This is an optimization exercise on Yosys and OpenROAD, whose aim is small area, a short achievable clock period and few clock cycles, not a production implementation.
Function was checked by simulation only, so behaviour that the tests miss may differ from the original.
Power and IR drop assume default switching activity. No driver is modelled on the clock port, so clocking that relies on it looks cheaper here than on a real chip.

==> flow/design.v <==
module kiri_tx_encoder (
    input  wire       clk,
    input  wire       rst,           
    input  wire       start,
    output wire       start_ready,
    input  wire [7:0] dst,
    input  wire [7:0] src,
    input  wire [8:0] len,           
    input  wire       in_valid,
    output wire       in_ready,
    input  wire [7:0] in_data,
    output wire       out_valid,
    input  wire       out_ready,
    output wire [7:0] out_data
);
    localparam [2:0] Q_IDLE  = 3'd0,    
                     Q_DST   = 3'd1,
                     Q_SRC   = 3'd2,
                     Q_PAY   = 3'd3,
                     Q_CRCH  = 3'd4,
                     Q_CRCL  = 3'd5,
                     Q_DELIM = 3'd6;
    function [15:0] crc16_byte;
        input [15:0] crc_in;
        input [7:0]  b;
        reg   [15:0] c;
        integer      i;
        begin
            c = crc_in ^ {b, 8'h00};
            for (i = 0; i < 8; i = i + 1)
                c = c[15] ? ((c << 1) ^ 16'h1021) : (c << 1);
            crc16_byte = c;
        end
    endfunction
    reg  [9*255-1:0] ring;           
    wire [8:0]       s0 = ring[8:0];
    reg  [7:0] hoff;                 
    reg  [7:0] toff;                 
    reg  [7:0] ooff;                 
    reg        open;                 
    reg        emp;                  
    reg        full;                 
    reg        h_at0;                
    reg        t_at0;                
    reg        o_at0;                
    wire [255:0] zv;
    genvar g;
    generate
        for (g = 0; g < 256; g = g + 1) begin : zbits
            if (g >= 1 && g <= 254)
                assign zv[g] = ring[9*g + 8];
            else if (g == 255)
                assign zv[g] = 1'b1;     
            else
                assign zv[g] = 1'b0;
        end
    endgenerate
    function [8:0] first_one;        
        input [255:0] v;
        reg   [255:0] f;             
        reg   [127:0] a1; reg [127:0] i1;
        reg   [63:0]  a2; reg [127:0] i2;
        reg   [31:0]  a3; reg [95:0]  i3;
        reg   [15:0]  a4; reg [63:0]  i4;
        reg   [7:0]   a5; reg [39:0]  i5;
        reg   [3:0]   a6; reg [23:0]  i6;
        reg   [1:0]   a7; reg [13:0]  i7;
        reg           a8; reg [7:0]   i8;
        integer n;
        begin
            for (n = 0; n < 128; n = n + 1) begin
                a1[n] = v[2*n] | v[2*n+1];
                i1[n] = ~v[2*n];
            end
            for (n = 0; n < 64; n = n + 1) begin
                a2[n] = a1[2*n] | a1[2*n+1];
                i2[2*n +: 2] = a1[2*n] ? {1'b0, i1[2*n]} : {1'b1, i1[2*n+1]};
            end
            for (n = 0; n < 32; n = n + 1) begin
                a3[n] = a2[2*n] | a2[2*n+1];
                i3[3*n +: 3] = a2[2*n] ? {1'b0, i2[4*n +: 2]} : {1'b1, i2[4*n+2 +: 2]};
            end
            for (n = 0; n < 16; n = n + 1) begin
                a4[n] = a3[2*n] | a3[2*n+1];
                i4[4*n +: 4] = a3[2*n] ? {1'b0, i3[6*n +: 3]} : {1'b1, i3[6*n+3 +: 3]};
            end
            for (n = 0; n < 8; n = n + 1) begin
                a5[n] = a4[2*n] | a4[2*n+1];
                i5[5*n +: 5] = a4[2*n] ? {1'b0, i4[8*n +: 4]} : {1'b1, i4[8*n+4 +: 4]};
            end
            for (n = 0; n < 4; n = n + 1) begin
                a6[n] = a5[2*n] | a5[2*n+1];
                i6[6*n +: 6] = a5[2*n] ? {1'b0, i5[10*n +: 5]} : {1'b1, i5[10*n+5 +: 5]};
            end
            for (n = 0; n < 2; n = n + 1) begin
                a7[n] = a6[2*n] | a6[2*n+1];
                i7[7*n +: 7] = a6[2*n] ? {1'b0, i6[12*n +: 6]} : {1'b1, i6[12*n+6 +: 6]};
            end
            a8 = a7[0] | a7[1];
            i8 = a7[0] ? {1'b0, i7[6:0]} : {1'b1, i7[13:7]};
            first_one = {a8, i8};
        end
    endfunction
    wire [8:0] fo   = first_one(zv);
    wire [7:0] code = fo[7:0];
    reg        ov;                   
    reg        ov_n;                 
    reg  [7:0] od;                   
    reg  [7:0] od_n;                 
    reg        sv;                   
    reg  [7:0] sd;
    wire rd       = h_at0 && !emp && !sv && !(s0[8] && !s0[0] && o_at0);
    wire adv      = ov_n || out_ready;   
    wire [7:0] rd_byte = !s0[8] ? s0[7:0] : (s0[0] ? 8'h00 : code);
    assign out_valid = ov;
    assign out_data  = od;
    reg  [2:0] q;                    
    reg  [8:0] owe;                  
    reg  [15:0] crc;
    reg  [7:0] run;                  
    reg        split;                
    reg  [1:0] hc;                   
    reg  [7:0] h0, h1;               
    reg        in_rdy;               
    reg        srdy;                 
    reg        in_rdy_n;             
    reg        srdy_n;
    assign start_ready = srdy;
    assign in_ready    = in_rdy;
    wire req  = start && !srdy_n;
    wire take = in_valid && !in_rdy_n;
    wire fifo_q = (q == Q_DST || q == Q_SRC || q == Q_PAY);
    reg        have;                 
    reg  [7:0] raw;                  
    always @* begin
        have = 1'b1;
        raw  = h0;
        case (q)
            Q_IDLE:  have = (hc != 2'd0);
            Q_DST, Q_SRC, Q_PAY:
                     have = (hc != 2'd0);
            Q_CRCH:  raw  = crc[15:8];
            Q_CRCL:  raw  = crc[7:0];
            default: raw  = h0;
        endcase
        if (split) have = 1'b1;
    end
    wire tail_here = t_at0 && (!full || rd);
    wire ins       = tail_here && have;
    wire is_raw    = !split && (fifo_q || q == Q_CRCH || q == Q_CRCL);
    wire raw_zero  = (raw == 8'h00);
    wire       n_bound = !(is_raw && !raw_zero);            
    wire       n_delim = !split && (q == Q_DELIM);
    wire       n_open  = n_bound && !n_delim;               
    wire [8:0] n_slot  = n_bound ? {1'b1, 7'd0, n_delim} : {1'b0, raw};
    wire pop = ins && !split && fifo_q;
    wire [1:0] hc_n = req ? 2'd2 : hc + {1'b0, take} - {1'b0, pop};
    wire [8:0] owe_n = take ? owe - 9'd1 : (req ? len : owe);
    wire split_n = ins ? (!n_bound && !split && (run == 8'd253)) : split;
    wire n_close = ins && (n_bound || split_n);          
    reg  [2:0] q_n;
    always @* begin
        q_n = q;
        if (ins && !split) begin
            case (q)
                Q_IDLE:  q_n = Q_DST;
                Q_DST:   q_n = Q_SRC;
                Q_SRC, Q_PAY:
                         q_n = (owe == 9'd0 && hc == 2'd1) ? Q_CRCH : Q_PAY;
                Q_CRCH:  q_n = Q_CRCL;
                Q_CRCL:  q_n = Q_DELIM;
                default: q_n = Q_IDLE;
            endcase
        end
    end
    wire pay_q_n   = (q_n == Q_DST || q_n == Q_SRC || q_n == Q_PAY);
    wire ir_take   = (owe != 9'd1) && !(hc == 2'd1 && !pop) && !(hc == 2'd2 && pop);
    wire ir_none   = (owe != 9'd0) && !(hc == 2'd2 && !pop) && !(hc == 2'd3 && pop);
    wire sr_take   = (hc == 2'd3 && !pop) || (hc == 2'd0 && pop);
    wire sr_none   = (hc == 2'd0 && !pop) || (hc == 2'd1 && pop);
    wire in_rdy_nx = !req && (take ? ir_take : ir_none);
    wire srdy_nx   = !req && (take ? sr_take : sr_none) && !pay_q_n;
    always @(posedge clk) begin
        ring <= {ins ? n_slot : s0, ring[9*255-1:9]};
    end
    always @(posedge clk) begin
        if (req) begin
            h0 <= dst;
            h1 <= src;
        end else if (pop) begin
            h0 <= (hc == 2'd2) ? h1 : in_data;
            if (hc == 2'd2) h1 <= in_data;
        end else if (take) begin
            if (hc == 2'd0) h0 <= in_data;
            else            h1 <= in_data;
        end
        if (ins && !split) begin
            if (q == Q_DST)
                crc <= crc16_byte(16'hFFFF, raw);
            else if (q == Q_SRC || q == Q_PAY)
                crc <= crc16_byte(crc, raw);
        end
        od <= adv ? (sv ? sd : rd_byte) : ~od_n;
        if (adv) od_n <= ~(sv ? sd : rd_byte);
        if (rd && !adv) sd <= rd_byte;
    end
    always @(posedge clk) begin
        if (rst) begin
            hoff   <= 8'd0;
            toff   <= 8'd0;
            ooff   <= 8'd0;
            open   <= 1'b0;
            emp    <= 1'b1;
            full   <= 1'b0;
            h_at0  <= 1'b1;
            t_at0  <= 1'b1;
            o_at0  <= 1'b0;
            ov     <= 1'b0;
            ov_n   <= 1'b1;
            sv     <= 1'b0;
            q      <= Q_IDLE;
            owe    <= 9'd0;
            run    <= 8'd0;
            split  <= 1'b0;
            hc     <= 2'd0;
            in_rdy <= 1'b0;
            srdy   <= 1'b1;
            in_rdy_n <= 1'b1;
            srdy_n   <= 1'b0;
        end else begin
            hoff  <= emp ? (ins ? 8'd254 : 8'd0) :
                     rd ? 8'd0 : (h_at0 ? 8'd254 : hoff - 8'd1);
            h_at0 <= emp ? !ins : (rd || hoff == 8'd1);
            toff  <= (ins || emp) ? 8'd0 : (t_at0 ? 8'd254 : toff - 8'd1);
            t_at0 <= ins || emp || (toff == 8'd1);
            ooff  <= (ins && n_open) ? 8'd254 :
                     (ooff == 8'd0) ? 8'd254 : ooff - 8'd1;
            o_at0 <= n_close ? 1'b0 : (open && ooff == 8'd1);
            if (n_close) open <= ins && n_open;
            if (ins && !rd) begin
                emp  <= 1'b0;
                full <= !emp && (hoff == 8'd1);
            end else if (rd && !ins) begin
                emp  <= (toff == 8'd1);
                full <= 1'b0;
            end
            if (adv) begin
                ov   <= sv || rd;
                ov_n <= !(sv || rd);
                sv <= 1'b0;
            end else if (rd) begin
                sv <= 1'b1;
            end
            q      <= q_n;
            owe    <= owe_n;
            hc     <= hc_n;
            split  <= split_n;
            if (ins) run <= (n_bound || split) ? 8'd0 : run + 8'd1;
            in_rdy   <= in_rdy_nx;
            in_rdy_n <= !in_rdy_nx;
            srdy     <= srdy_nx;
            srdy_n   <= !srdy_nx;
        end
    end
endmodule
export LEC_CHECK = 0
export CAP_MARGIN = 20
export CORE_MARGIN = 2
export CORE_UTILIZATION = 60
export PLACE_DENSITY = 0.8
export SLEW_MARGIN = 20
create_clock -name core_clock -period 12.0 [get_ports {clk}]
standard.sh (not shown) runs the stock make flow with config.mk's settings and CLKGATE_MAP_FILE= SYNTH_SCRIPT=/design/flow/synth_recipe.tcl, a recipe that flattens the netlist after the stock synthesis.
==> flow/flow/run.sh <==
#!/bin/bash
# Own layout flow: the standard ORFS flow (standard.sh), with the standard
# synthesis run unchanged, then the layout steps run with our own port-buffer
# cell, clock-tree settings and a tighter setup target for timing repair.
# After global placement and resizing, each output port's buffer and the
# flip-flop that alone drives it are moved next to the port's pin
# (move_io.tcl); detailed placement then legalizes them.
# Each tool run's full output goes to its own log file in the work folder.
set -euo pipefail
cd "$(dirname "$0")/.."
export RES="$(pwd)/orfs/results/${FLOW_PLATFORM:-sky130hd}/kiri_tx_encoder/base"

KNOBS=(
  "BUFFER_PORTS_ARGS=-buffer_cell sky130_fd_sc_hd__buf_2"
  "CTS_ARGS=-sink_clustering_enable -repair_clock_nets -sink_clustering_size 32 -sink_clustering_max_diameter 80 -dont_use_dummy_load -buf_list sky130_fd_sc_hd__clkbuf_16"
  "SETUP_SLACK_MARGIN=8.5"
)

bash standard.sh synth > make_synth.log 2>&1
bash standard.sh "${KNOBS[@]}" 3_4_place_resized > make_place.log 2>&1
openroad -no_init -exit flow/move_io.tcl > move_io.log 2>&1
bash standard.sh "${KNOBS[@]}" finish > make_layout.log 2>&1
Other scripts of this flow, unchanged in this note and not shown: flow/flow/move_io.tcl
The first run passed the timing, design-rule and antenna checks.
Testbench counts at the start, summed over its fixed seeds: cycles 24,986.
==> next run, changes <==
--- a/flow/flow/run.sh
+++ b/flow/flow/run.sh
@@ -16 +16 @@
-  "SETUP_SLACK_MARGIN=8.5"
+  "SETUP_SLACK_MARGIN=8.7"
Settings changed: PLACE_DENSITY 0.8 to 0.7.
Effect: The changed run went through all stages and came out clean; setup slack gains 0.020 ns; utilization grows by 0.14 points; synthesized cell count stays the same; critical path depth does not change.
==> next run, changes <==
--- a/flow/flow/run.sh
+++ b/flow/flow/run.sh
@@ -16 +16 @@
-  "SETUP_SLACK_MARGIN=8.7"
+  "SETUP_SLACK_MARGIN=8.5"
Result: The new run produced a clean layout. Sequential power is about the same. Synthesized cell count does not change. Die area stays the same. Flip-flop and latch count does not change.
==> next run, changes <==
Settings changed: CORE_UTILIZATION 60 to 55, PLACE_DENSITY 0.7 to 0.65.
Area after synthesis stays the same.
Critical path depth stays the same.
Combinational power hardly moves.
Setup slack is worse by 0.068 ns.

[re-timing with driven ports]
The flow's constraints put no driver on any port. The routed layouts listed below were extracted and timed again, unchanged, in two steps.
Step 1 sets driving cells, clkbuf_16 on the clock port and buf_2 on the other inputs (assumed; they add their load-dependent delay and slew).
Step 2 times the ports against the registers' clock, not the clock port: input delays grow and output delays shrink by t, the midpoint of the rising clock arrivals with the driver on.
Slacks: ideal ports / drivers / drivers and shift; pairs: ideal ports / drivers.
| run | t, ns | setup WS [ns] | worst setup path after step 2 | latest minus earliest clock arrival (ns) |
|---|---|---|---|---|
| the first run | 0.708 | 8.462 / 8.398 / 7.966 | input to register | 0.078 / 0.078 |
| the second run | 0.709 | 8.481 / 8.416 / 8.092 | input to register | 0.070 / 0.069 |
| the third run | 0.719 | 8.475 / 8.414 / 7.868 | input to register | 0.065 / 0.064 |
| the fourth run | 0.718 | 8.408 / 8.341 / 7.915 | input to register | 0.089 / 0.089 |
After both steps setup and hold are still met in every run listed. The setup slack of the third run, which loses most, moves by -0.061 ns with the drivers and by -0.607 ns with both steps.
